Context: an optimization exercise on an open-source flow, tuned for small area, a short achievable clock period and few clock cycles. The choices shown serve that exercise and are no tape-out recipe.
In this exercise RTL edits were held to simulation tests only and were not proved equivalent to the original.

==> job 4083: inputs <==
Design ahc, start of the top module:
module ahc (
  input  logic        clk,
  input  logic        rst,
  input  logic        cmd_valid,
  output logic        cmd_ready,
  input  logic [31:0] cmd_data,
  output logic        rsp_valid,
  input  logic        rsp_ready,
  output logic [3:0]  rsp_status,
  output logic [31:0] rsp_value,
  output logic        bout_valid,
  input  logic        bout_ready,
  output logic        bout_bit,
  output logic        bout_last,
  input  logic        bin_valid,
  output logic        bin_ready,
  input  logic        bin_bit,
  input  logic        bin_eos
);
export LEC_CHECK = 0
export CAP_MARGIN = 20
export CORE_MARGIN = 2
export CORE_UTILIZATION = 20
export PLACE_DENSITY = 0.3
export SETUP_SLACK_MARGIN = 3
export SLEW_MARGIN = 20
create_clock -name core_clock -period 10.0 [get_ports {clk}]
run.sh (not shown) runs the stock make flow with config.mk's settings and CLKGATE_MAP_FILE= SYNTH_SCRIPT=/design/flow/synth_recipe.tcl, a recipe that flattens the netlist after the stock synthesis.
==> job 4333 (differences from job 4083) <==
--- a/flow/design.v
+++ b/flow/design.v
@@ -76,11 +76,12 @@
   logic        k_cur;       
   ustate_t       us;
   logic [4:0]    e_s;       
   logic [5:0]    e_q;       
   logic [5:0]    e_p;       
-  logic [5:0]    e_x;       
+  logic [4:0]    ekey;      
+  logic [4:0]    mkey;      
   logic [WB-1:0] e_w;       
   logic [WB-1:0] e_wq;      
   logic [WB-1:0] e_cv;      
   logic          e_c;       
   logic [4:0]    e_sc;      
@@ -121,20 +122,11 @@
   logic [4:0]   key;
   logic [N-1:0] m4, pm, sm;
   logic [5:0]   par, sidx;
   logic         par_f, sf0, sf1, sf;
   always_comb begin
-    case (us)
-      U_LEAD:  key = e_q[5:1];
-      U_SI:    key = e_p[5:1];
-      U_PAR:   key = e_x[5:1];
-      default: begin
-        if (ms == M_RAW)                                         key = {rawv, 1'b0};
-        else if (ms == M_CLIMB || k_cur)                         key = cur[5:1];
-        else                                                     key = opnd[4:0];
-      end
-    endcase
+    key = ubusy ? ekey : mkey;
     par = '0; sidx = '0;
     for (int j = 0; j < N; j++) begin
       m4[j] = (sc[j][4:1] == key[4:1]);
       pm[j] = iint[j] && m4[j] && (sc[j][0] == key[0]);
       sm[j] = ileaf[j] && m4[j] && (sc[j][0] == key[0]);
@@ -403,10 +395,11 @@
             opc       <= n_opc;
             opnd      <= n_opnd[5:0];
             c_illegal <= n_illegal;
             c_range   <= n_range;
             k_cur     <= (n_opc == OP_NRDW || n_opc == OP_NRDS);
+            mkey      <= (n_opc == OP_NRDW || n_opc == OP_NRDS) ? cmd_data[5:1] : cmd_data[4:0];
             cur <= cmd_data[5:0];
             ms  <= M_DISP;
           end
         end
         M_DISP: begin
@@ -432,10 +425,11 @@
                 OP_NRDS: respond(ST_OK, nrds_val);
                 OP_ENCODE, OP_MAP: begin
                   newf <= !sf;
                   mq   <= sidx;
                   mw   <= ra_w;
+                  mkey <= sf ? sidx[5:1] : lo[5:1];
                   if (!sf) begin
                     cur <= lo;
                     ob  <= {31'd0, opnd[0], opnd[1], opnd[2], opnd[3], opnd[4]};
                     oc  <= 6'd5;
                     nb  <= 6'd5;
@@ -472,11 +466,12 @@
             ms <= M_EMIT;
           end else begin
             ob  <= {ob[33:0], cur[0], par[0]};
             oc  <= oc + 6'd2;
             nb  <= nb + 6'd2;
-            cur <= par2;
+            cur  <= par2;
+            mkey <= par2[5:1];
             if (par2 == ROOT) ms <= M_EMIT;
           end
         end
         M_EMIT: begin
           if (bout_ready) begin
@@ -488,10 +483,11 @@
         M_RAW: begin
           if (bin_valid) begin
             if (bin_eos) respond(ST_TRUNC, result(nb, 1'b1, '0));
             else begin
               rawv   <= {rawv[2:0], bin_bit};
+              mkey   <= {rawv[2:0], bin_bit, 1'b0};
               rawcnt <= rawcnt + 3'd1;
               nb     <= nb + 6'd1;
               if (rawcnt == 3'd4) begin
                 if (bin_bit ? sf1 : sf0)
                   respond(ST_STREAM, result(nb + 6'd1, 1'b1, {rawv, bin_bit}));
@@ -527,10 +523,11 @@
           ms  <= M_WALK;
         end
       end
       if (us == U_LEAD || us == U_PAR || us == U_SI) begin
         e_p  <= start_dfr ? e_dfr : par;
+        ekey <= start_dfr ? e_dfr[5:1] : par[5:1];
         e_w  <= f_w;
         e_cv <= f_w + WB'(1);
         e_c  <= start_dfr ? 1'b0 : ra_isi;
         e_sc <= start_dfr ? e_s : ra_sc;
         if (start_dfr) begin
@@ -541,10 +538,11 @@
       case (us)
         U_IDLE: begin                       
           e_s       <= u_sym;
           e_q       <= u_slot;
           e_p       <= u_slot;
+          ekey      <= u_slot[5:1];
           e_w       <= u_w;
           e_wq      <= u_w;
           e_c       <= 1'b0;             
           e_indefer <= 1'b0;
           e_dfrv    <= 1'b0;
@@ -556,10 +554,11 @@
         end
         U_SPLIT1: us <= U_SPLIT2;
         U_SPLIT2: begin
           lo     <= lo - 6'd2;
           e_p    <= lo;
+          ekey   <= lo[5:1];
           e_w    <= '0;
           e_cv   <= WB'(1);
           e_c    <= 1'b1;
           e_sc   <= 5'((lo - 6'd1) >> 1);
           e_dfr  <= lo - 6'd1;
@@ -568,10 +567,11 @@
           us     <= U_SI;
         end
         U_ABS: begin
           nytp <= 1'b0;
           e_p  <= 6'd0;
+          ekey <= 5'd0;
           e_w  <= '0;
           e_cv <= WB'(1);
           e_c  <= 1'b0;
           e_sc <= e_s;
           us   <= U_SI;
@@ -585,11 +585,11 @@
           end else if (t_is_q) begin      
             us <= U_SI;
           end else begin
             e_swap  <= !q_is_l;
             e_swsym <= lsym;
-            e_x     <= tbin;
+            ekey    <= tbin[5:1];
             us      <= U_PAR;
           end
         end
         U_PAR: begin
           if (!par_f && !e_dfrv) us <= U_IDLE;
@@ -599,11 +599,11 @@
           if (e_c) begin
             if (!par_f && !e_dfrv) us <= U_IDLE;
           end else begin
             if (e_indefer)    us <= U_IDLE;
             else if (!t_is_p) begin       
-              e_x <= tbin;
+              ekey <= tbin[5:1];
               us  <= U_PAR;
             end
           end
         end
         default: us <= U_IDLE;
- SETUP_SLACK_MARGIN: 3 -> 3.5
==> job 8222 (differences from job 4083) <==
--- a/flow/design.v
+++ b/flow/design.v
@@ -70,19 +70,16 @@
   logic [4:0]  wsc;         
   logic [3:0]  rawv;
   logic [2:0]  rawcnt;
   logic [5:0]  mq;          
   logic [WB-1:0] mw;        
-  logic        upd_pend;    
-  logic        k_cur;       
   ustate_t       us;
   logic [4:0]    e_s;       
   logic [5:0]    e_q;       
   logic [5:0]    e_p;       
   logic [5:0]    e_x;       
   logic [WB-1:0] e_w;       
-  logic [WB-1:0] e_wq;      
   logic [WB-1:0] e_cv;      
   logic          e_c;       
   logic [4:0]    e_sc;      
   logic [5:0]    e_dfr;     
   logic [WB-1:0] e_dfw;     
@@ -127,11 +124,11 @@
       U_LEAD:  key = e_q[5:1];
       U_SI:    key = e_p[5:1];
       U_PAR:   key = e_x[5:1];
       default: begin
         if (ms == M_RAW)                                         key = {rawv, 1'b0};
-        else if (ms == M_CLIMB || k_cur)                         key = cur[5:1];
+        else if (ms == M_CLIMB || opc == OP_NRDW || opc == OP_NRDS) key = cur[5:1];
         else                                                     key = opnd[4:0];
       end
     endcase
     par = '0; sidx = '0;
     for (int j = 0; j < N; j++) begin
@@ -145,37 +142,40 @@
     if (!par_f) par = NONE;
     sf0 = |(ileaf & m4 & ~sc_b0());
     sf1 = |(ileaf & m4 & sc_b0());
     sf  = |sm;
   end
-  logic [5:0] par2;
+  logic [4:0]   wpair;
+  logic [30:0]  wpoh;
+  logic [1:0]   wp_int, wp_leaf;
+  logic [N-1:0] wsel;
   always_comb begin
-    logic f;
-    par2 = '0;
-    f    = 1'b0;
-    for (int j = 0; j < N; j++) begin
-      if (iint[j] && sc[j] == par[5:1]) begin
-        par2 = par2 | 6'(j);
-        f    = 1'b1;
+    wpair = (ms == M_DISP) ? sc[62] : wsc;
+    wp_int = '0; wp_leaf = '0;
+    for (int k = 0; k < 31; k++) begin
+      wpoh[k] = (wpair == 5'(k));
+      if (wpoh[k]) begin
+        wp_int  = {iint[2*k+1], iint[2*k]};
+        wp_leaf = {ileaf[2*k+1], ileaf[2*k]};
       end
     end
-    if (!f) par2 = NONE;
+    for (int j = 0; j < N - 1; j++) wsel[j] = wpoh[j/2] && ((j % 2 == 1) == bin_bit);
+    wsel[N-1] = 1'b0;                   
   end
-  wire [4:0] wpair = (ms == M_DISP) ? sc[62] : wsc;
   logic [N-1:0] ge, lessk, shf, tsel, lsel, q_oh;
   logic [5:0]   tbin, lbase;
   logic [4:0]   lsym;           
   logic         lead, q_is_l, t_is_q, t_is_p;
   logic [N-1:0] p_oh;
   always_comb begin
     lead  = (us == U_LEAD);
-    lbase = e_p;                      
+    lbase = lead ? e_q : e_p;
     for (int j = 0; j < N; j++) begin
       ge[j]    = 6'(j) >= lbase;
       q_oh[j]  = (e_q == 6'(j));
       p_oh[j]  = (e_p == 6'(j));
-      lessk[j] = (w[j] == e_w) || ((w[j] == e_cv) && !isi[j] && e_c);
+      lessk[j] = {w[j], isi[j]} < {e_cv, e_c};
     end
     for (int j = 0; j < N; j++) begin
       if (j < N - 1) begin
         shf[j]  = ge[j] && lessk[j+1] && (isi[j+1] || !lead);
         tsel[j] = ge[j] && lessk[j] && !lessk[j+1];
@@ -193,52 +193,27 @@
     end
     q_is_l = |(lsel & q_oh);
     t_is_q = |(tsel & q_oh);
     t_is_p = |(tsel & p_oh);
   end
-  logic [31:0]   psel, pm_p, sm_p, cur_p, wp_p;
-  logic          rd_odd;
-  logic [WB-1:0] pe_w, po_w, ra_w;
-  logic [1:0]    wp_int, wp_leaf;    
-  logic          pe_isi, po_isi, pe_used, po_used, ra_isi, ra_used;
-  logic [4:0]    pe_sc, po_sc, ra_sc;
+  logic [N-1:0]  ra_sel, cur_oh;
+  logic [WB-1:0] ra_w;
+  logic          ra_isi, ra_used;
+  logic [4:0]    ra_sc;
   always_comb begin
-    for (int k = 0; k < 32; k++) begin
-      pm_p[k]  = pm[2*k] || (k < 31 && pm[2*k+1]);
-      sm_p[k]  = sm[2*k] || (k < 31 && sm[2*k+1]);
-      cur_p[k] = (cur[5:1] == 5'(k));
-      wp_p[k]  = (wpair == 5'(k)) && (k < 31);
-    end
-    if (us == U_SI || us == U_PAR || us == U_LEAD) begin
-      psel = pm_p;  rd_odd = par[0];
-    end else if (walking) begin
-      psel = wp_p;  rd_odd = bin_bit;
-    end else if (opc == OP_NRDW || opc == OP_NRDS) begin
-      psel = cur_p; rd_odd = cur[0];
-    end else begin
-      psel = sm_p;  rd_odd = sidx[0];
-    end
-    pe_w = '0; po_w = '0; pe_isi = 1'b0; po_isi = 1'b0; pe_used = 1'b0; po_used = 1'b0;
-    pe_sc = '0; po_sc = '0;
-    for (int k = 0; k < 32; k++) begin
-      pe_w    = pe_w    | ({WB{psel[k]}} & w[2*k]);
-      pe_isi  = pe_isi  | (psel[k] && isi[2*k]);
-      pe_used = pe_used | (psel[k] && used[2*k]);
-      pe_sc   = pe_sc   | ({5{psel[k]}} & sc[2*k]);
-      if (k < 31) begin
-        po_w    = po_w    | ({WB{psel[k]}} & w[2*k+1]);
-        po_isi  = po_isi  | (psel[k] && isi[2*k+1]);
-        po_used = po_used | (psel[k] && used[2*k+1]);
-        po_sc   = po_sc   | ({5{psel[k]}} & sc[2*k+1]);
-      end
+    for (int j = 0; j < N; j++) cur_oh[j] = (cur == 6'(j));
+    if (us == U_SI || us == U_PAR || us == U_LEAD)  ra_sel = pm;
+    else if (walking)                               ra_sel = wsel;
+    else if (opc == OP_NRDW || opc == OP_NRDS)      ra_sel = cur_oh;
+    else                                            ra_sel = sm;
+    ra_w = '0; ra_isi = 1'b0; ra_used = 1'b0; ra_sc = '0;
+    for (int j = 0; j < N; j++) begin
+      ra_w    = ra_w    | ({WB{ra_sel[j]}} & w[j]);
+      ra_isi  = ra_isi  | (ra_sel[j] && isi[j]);
+      ra_used = ra_used | (ra_sel[j] && used[j]);
+      ra_sc   = ra_sc   | ({5{ra_sel[j]}} & sc[j]);
     end
-    ra_w    = rd_odd ? po_w    : pe_w;
-    ra_isi  = rd_odd ? po_isi  : pe_isi;
-    ra_used = rd_odd ? po_used : pe_used;
-    ra_sc   = rd_odd ? po_sc   : pe_sc;
-    wp_int  = {po_used && po_isi,  pe_used && pe_isi};
-    wp_leaf = {po_used && !po_isi, pe_used && !pe_isi};
   end
   wire lead_defer = nytp && (e_q == lo + 6'd1) && q_is_l;
   logic [N-1:0]  ld, sh, ix_oh;
   logic [5:0]    ix;
   logic [WB-1:0] b_w;
@@ -262,15 +237,15 @@
       end
       U_SPLIT2, U_ABS: ld = ix_oh;     
       U_LEAD: if (!lead_defer) begin   
         sh  = shf;
         ld  = tsel;
-        b_w = e_wq + WB'(1);
+        b_w = e_cv;
       end
       U_PAR: begin                     
         if (e_swap) ld = ix_oh;
-        b_w  = e_wq;
+        b_w  = e_w;
         b_sc = e_swsym;
       end
       U_SI: begin                      
         sh    = shf;
         ld    = tsel;
@@ -298,11 +273,11 @@
       end
     end
   end
   always_ff @(posedge clk) begin
     if (rst || (ms == M_DISP && !ubusy && opc == OP_INIT && !illegal)) rmax <= 1'b0;
-    else if (us == U_SI && e_p == ROOT)                                   rmax <= (e_cv == MAXW);
+    else if (ld[62])                                                      rmax <= (b_w == MAXW);
   end
   always_ff @(posedge clk) begin
     w   <= w_n;
     isi <= isi_n;
     sc  <= sc_n;
@@ -354,20 +329,18 @@
         u_slot  = {wpair, bin_bit};
         u_w     = ra_w;
       end
     end else if (ms == M_DISP) begin
       if (!ubusy && disp_ok) begin
-        if (opc == OP_ENCODE && !sf && root_nyt) begin
+        if (opc == OP_UPDATE) begin
+          u_start = 1'b1; u_new = !sf; u_sym = opnd[4:0]; u_slot = sidx; u_w = ra_w;
+        end else if (opc == OP_ENCODE && !sf && root_nyt) begin
           u_start = 1'b1; u_new = 1'b1; u_sym = opnd[4:0];
         end
       end
-    end else if (ms == M_RESP) begin
-      if (upd_pend) begin               
-        u_start = 1'b1; u_new = newf;
-      end
     end else if (ms == M_CLIMB) begin
-      if (opc == OP_ENCODE && (par == ROOT || par2 == ROOT)) begin
+      if (opc == OP_ENCODE && par == ROOT) begin
         u_start = 1'b1; u_new = newf;
       end
     end else if (ms == M_RAW) begin
       if (opc == OP_DECODE && bin_valid && !bin_eos && rawcnt == 3'd4 && !(bin_bit ? sf1 : sf0)) begin
         u_start = 1'b1; u_new = 1'b1; u_sym = {rawv, bin_bit};
@@ -387,11 +360,10 @@
   wire [WB-1:0] f_w = start_dfr ? e_dfw : ra_w;
   always_ff @(posedge clk) begin
     if (rst) begin
       ms       <= M_IDLE;
       us       <= U_IDLE;
-      upd_pend <= 1'b0;
       r_status <= '0;
       r_value  <= '0;
       lo       <= ROOT;
       nytp     <= 1'b1;
       fatal    <= 1'b0;
@@ -402,11 +374,10 @@
           if (cmd_valid) begin
             opc       <= n_opc;
             opnd      <= n_opnd[5:0];
             c_illegal <= n_illegal;
             c_range   <= n_range;
-            k_cur     <= (n_opc == OP_NRDW || n_opc == OP_NRDS);
             cur <= cmd_data[5:0];
             ms  <= M_DISP;
           end
         end
         M_DISP: begin
@@ -445,40 +416,27 @@
                     ob  <= '0;
                     oc  <= '0;
                     ms  <= M_CLIMB;
                   end
                 end
-                OP_UPDATE: begin
-                  newf     <= !sf;
-                  mq       <= sidx;
-                  mw       <= ra_w;
-                  upd_pend <= 1'b1;
-                  respond(ST_OK, result(6'd0, !sf, opnd[4:0]));
-                end
+                OP_UPDATE: respond(ST_OK, result(6'd0, !sf, opnd[4:0]));
                 default: begin              
                   if (root_nyt) begin
                     rawcnt <= '0;
                     ms     <= M_RAW;
                   end
                 end
               endcase
             end
           end
         end
-        M_CLIMB: begin                      
-          if (par == ROOT) begin
-            ob <= {ob[34:0], cur[0]};
-            oc <= oc + 6'd1;
-            nb <= nb + 6'd1;
-            ms <= M_EMIT;
-          end else begin
-            ob  <= {ob[33:0], cur[0], par[0]};
-            oc  <= oc + 6'd2;
-            nb  <= nb + 6'd2;
-            cur <= par2;
-            if (par2 == ROOT) ms <= M_EMIT;
-          end
+        M_CLIMB: begin
+          ob  <= {ob[34:0], cur[0]};
+          oc  <= oc + 6'd1;
+          nb  <= nb + 6'd1;
+          cur <= par;
+          if (par == ROOT) ms <= M_EMIT;
         end
         M_EMIT: begin
           if (bout_ready) begin
             ob <= {1'b0, ob[35:1]};
             oc <= oc - 6'd1;
@@ -500,11 +458,10 @@
               end
             end
           end
         end
         M_RESP: begin
-          upd_pend <= 1'b0;
           if (rsp_ready) ms <= M_IDLE;
         end
         default: ;
       endcase
       if (walking) begin
@@ -527,40 +484,37 @@
           ms  <= M_WALK;
         end
       end
       if (us == U_LEAD || us == U_PAR || us == U_SI) begin
         e_p  <= start_dfr ? e_dfr : par;
-        e_w  <= f_w;
         e_cv <= f_w + WB'(1);
         e_c  <= start_dfr ? 1'b0 : ra_isi;
         e_sc <= start_dfr ? e_s : ra_sc;
         if (start_dfr) begin
           e_dfrv    <= 1'b0;
           e_indefer <= 1'b1;
         end
       end
       case (us)
-        U_IDLE: begin                       
-          e_s       <= u_sym;
-          e_q       <= u_slot;
-          e_p       <= u_slot;
-          e_w       <= u_w;
-          e_wq      <= u_w;
-          e_c       <= 1'b0;             
-          e_indefer <= 1'b0;
-          e_dfrv    <= 1'b0;
-          e_swap    <= 1'b0;
+        U_IDLE: begin
           if (u_start) begin
+            e_s       <= u_sym;
+            e_q       <= u_slot;
+            e_w       <= u_w;
+            e_cv      <= u_w + WB'(1);
+            e_c       <= 1'b0;
+            e_indefer <= 1'b0;
+            e_dfrv    <= 1'b0;
+            e_swap    <= 1'b0;
             if (u_new) us <= (lo != 6'd0) ? U_SPLIT1 : U_ABS;
             else       us <= U_LEAD;
           end
         end
         U_SPLIT1: us <= U_SPLIT2;
         U_SPLIT2: begin
           lo     <= lo - 6'd2;
           e_p    <= lo;
-          e_w    <= '0;
           e_cv   <= WB'(1);
           e_c    <= 1'b1;
           e_sc   <= 5'((lo - 6'd1) >> 1);
           e_dfr  <= lo - 6'd1;
           e_dfw  <= '0;
@@ -568,20 +522,19 @@
           us     <= U_SI;
         end
         U_ABS: begin
           nytp <= 1'b0;
           e_p  <= 6'd0;
-          e_w  <= '0;
           e_cv <= WB'(1);
           e_c  <= 1'b0;
           e_sc <= e_s;
           us   <= U_SI;
         end
         U_LEAD: begin
           if (lead_defer) begin
             e_dfr  <= e_q;
-            e_dfw  <= e_wq;
+            e_dfw  <= e_w;
             e_dfrv <= 1'b1;
             us     <= U_SI;
           end else if (t_is_q) begin      
             us <= U_SI;
           end else begin
- CORE_UTILIZATION: 20 -> 25
- PLACE_DENSITY: 0.3 -> 0.35
==> job 6869 (differences from job 4083) <==
--- a/flow/design.v
+++ b/flow/design.v
@@ -70,12 +70,10 @@
   logic [4:0]  wsc;         
   logic [3:0]  rawv;
   logic [2:0]  rawcnt;
   logic [5:0]  mq;          
   logic [WB-1:0] mw;        
-  logic        upd_pend;    
-  logic        k_cur;       
   ustate_t       us;
   logic [4:0]    e_s;       
   logic [5:0]    e_q;       
   logic [5:0]    e_p;       
   logic [5:0]    e_x;       
@@ -127,11 +125,11 @@
       U_LEAD:  key = e_q[5:1];
       U_SI:    key = e_p[5:1];
       U_PAR:   key = e_x[5:1];
       default: begin
         if (ms == M_RAW)                                         key = {rawv, 1'b0};
-        else if (ms == M_CLIMB || k_cur)                         key = cur[5:1];
+        else if (ms == M_CLIMB || opc == OP_NRDW || opc == OP_NRDS) key = cur[5:1];
         else                                                     key = opnd[4:0];
       end
     endcase
     par = '0; sidx = '0;
     for (int j = 0; j < N; j++) begin
@@ -166,11 +164,11 @@
   logic [4:0]   lsym;           
   logic         lead, q_is_l, t_is_q, t_is_p;
   logic [N-1:0] p_oh;
   always_comb begin
     lead  = (us == U_LEAD);
-    lbase = e_p;                      
+    lbase = lead ? e_q : e_p;
     for (int j = 0; j < N; j++) begin
       ge[j]    = 6'(j) >= lbase;
       q_oh[j]  = (e_q == 6'(j));
       p_oh[j]  = (e_p == 6'(j));
       lessk[j] = (w[j] == e_w) || ((w[j] == e_cv) && !isi[j] && e_c);
@@ -262,11 +260,11 @@
       end
       U_SPLIT2, U_ABS: ld = ix_oh;     
       U_LEAD: if (!lead_defer) begin   
         sh  = shf;
         ld  = tsel;
-        b_w = e_wq + WB'(1);
+        b_w = e_cv;
       end
       U_PAR: begin                     
         if (e_swap) ld = ix_oh;
         b_w  = e_wq;
         b_sc = e_swsym;
@@ -354,18 +352,16 @@
         u_slot  = {wpair, bin_bit};
         u_w     = ra_w;
       end
     end else if (ms == M_DISP) begin
       if (!ubusy && disp_ok) begin
-        if (opc == OP_ENCODE && !sf && root_nyt) begin
+        if (opc == OP_UPDATE) begin
+          u_start = 1'b1; u_new = !sf; u_sym = opnd[4:0]; u_slot = sidx; u_w = ra_w;
+        end else if (opc == OP_ENCODE && !sf && root_nyt) begin
           u_start = 1'b1; u_new = 1'b1; u_sym = opnd[4:0];
         end
       end
-    end else if (ms == M_RESP) begin
-      if (upd_pend) begin               
-        u_start = 1'b1; u_new = newf;
-      end
     end else if (ms == M_CLIMB) begin
       if (opc == OP_ENCODE && (par == ROOT || par2 == ROOT)) begin
         u_start = 1'b1; u_new = newf;
       end
     end else if (ms == M_RAW) begin
@@ -387,11 +383,10 @@
   wire [WB-1:0] f_w = start_dfr ? e_dfw : ra_w;
   always_ff @(posedge clk) begin
     if (rst) begin
       ms       <= M_IDLE;
       us       <= U_IDLE;
-      upd_pend <= 1'b0;
       r_status <= '0;
       r_value  <= '0;
       lo       <= ROOT;
       nytp     <= 1'b1;
       fatal    <= 1'b0;
@@ -402,11 +397,10 @@
           if (cmd_valid) begin
             opc       <= n_opc;
             opnd      <= n_opnd[5:0];
             c_illegal <= n_illegal;
             c_range   <= n_range;
-            k_cur     <= (n_opc == OP_NRDW || n_opc == OP_NRDS);
             cur <= cmd_data[5:0];
             ms  <= M_DISP;
           end
         end
         M_DISP: begin
@@ -445,17 +439,11 @@
                     ob  <= '0;
                     oc  <= '0;
                     ms  <= M_CLIMB;
                   end
                 end
-                OP_UPDATE: begin
-                  newf     <= !sf;
-                  mq       <= sidx;
-                  mw       <= ra_w;
-                  upd_pend <= 1'b1;
-                  respond(ST_OK, result(6'd0, !sf, opnd[4:0]));
-                end
+                OP_UPDATE: respond(ST_OK, result(6'd0, !sf, opnd[4:0]));
                 default: begin              
                   if (root_nyt) begin
                     rawcnt <= '0;
                     ms     <= M_RAW;
                   end
@@ -500,11 +488,10 @@
               end
             end
           end
         end
         M_RESP: begin
-          upd_pend <= 1'b0;
           if (rsp_ready) ms <= M_IDLE;
         end
         default: ;
       endcase
       if (walking) begin
@@ -540,14 +527,14 @@
       end
       case (us)
         U_IDLE: begin                       
           e_s       <= u_sym;
           e_q       <= u_slot;
-          e_p       <= u_slot;
           e_w       <= u_w;
           e_wq      <= u_w;
-          e_c       <= 1'b0;             
+          e_cv      <= u_w + WB'(1);
+          e_c       <= 1'b0;
           e_indefer <= 1'b0;
           e_dfrv    <= 1'b0;
           e_swap    <= 1'b0;
           if (u_start) begin
             if (u_new) us <= (lo != 6'd0) ? U_SPLIT1 : U_ABS;
- SETUP_SLACK_MARGIN: 3 -> 2
==> impl_metrics.json <==
{
  "finish.instance_area_mm2": 0.132,
  "path_buf_inv": 10,
  "final.setup.worst_slack_ps": 2930,
  "final-clk-cell-share_pct": 4.49,
  "holdWs_ps": 471,
  "outcome": "no timing/DRC/antenna violations"
}
The numbers above come from job 4333.

==> impl_metrics.json <==
{
  "path_buf_inv": 8,
  "p_seq_w": 0.00796,
  "holdWs_ps": 463,
  "final.setup.worst_slack_ps": 1770,
  "final-clk-cell-share_pct": 4.72,
  "outcome": "no timing/DRC/antenna violations"
}
The numbers above come from job 6869.

==> impl_metrics.json <==
{
  "comb_power_w": 0.0249,
  "sh_seq_area_pct": 21.3,
  "async_flop_share_pct": 0,
  "die_y_um": 696,
  "path_buf_inv": 7,
  "final.setup.worst_slack_ps": 2550,
  "outcome": "no timing/DRC/antenna violations"
}
The numbers above come from job 4083.

==> impl_metrics.json <==
{
  "synth_xor_xnor_area_share_pct": 2.59,
  "error": "[ERROR GRT-0116] Global routing finished with congestion. Check the congestion regions in the DRC Viewer.",
  "haltStage": "global routing (5_1_grt)",
  "outcome": "aborted with a tool error"
}
The numbers above come from job 8222.

Testbench counts of job 4083, summed over its fixed seeds: cycles 48,514.
Testbench counts of job 4333, summed over its fixed seeds: cycles 48,514.
Testbench counts of job 8222, summed over its fixed seeds: cycles 53,013.
Testbench counts of job 6869, summed over its fixed seeds: cycles 48,514.

[static timing again, ports no longer ideal]
No port has a modelled driver above. Below, the same layouts with a new extraction and two added sets of constraints. Step 1, drivers: a clkbuf_16 drives clk and a buf_2 each remaining input, both assumed. Step 2 also shifts input and output timing later by t, the mid clock arrival at the registers, as if the neighbouring blocks saw the same clock. a / b / c = ideal / step 1 / step 2; a / b = the first two.
| run | t (ns) | setup WS [ns] | hold slack, ns | latest minus earliest clock arrival (ns) |
|---|---|---|---|---|
| job 4083 | 1.051 | 2.555 / 2.555 / 2.555 | 0.430 / 0.430 / 0.430 | 0.097 / 0.098 |
| job 4333 | 1.074 | 2.926 / 2.926 / 2.836 | 0.471 / 0.471 / 0.471 | 0.114 / 0.114 |
| job 6869 | 1.042 | 1.773 / 1.773 / 1.773 | 0.463 / 0.463 / 0.463 | 0.096 / 0.095 |
After both steps setup and hold are still met in every run listed. For job 4333, which loses most, drivers alone change the setup slack by 0.000 ns; drivers and shift together by -0.090 ns.
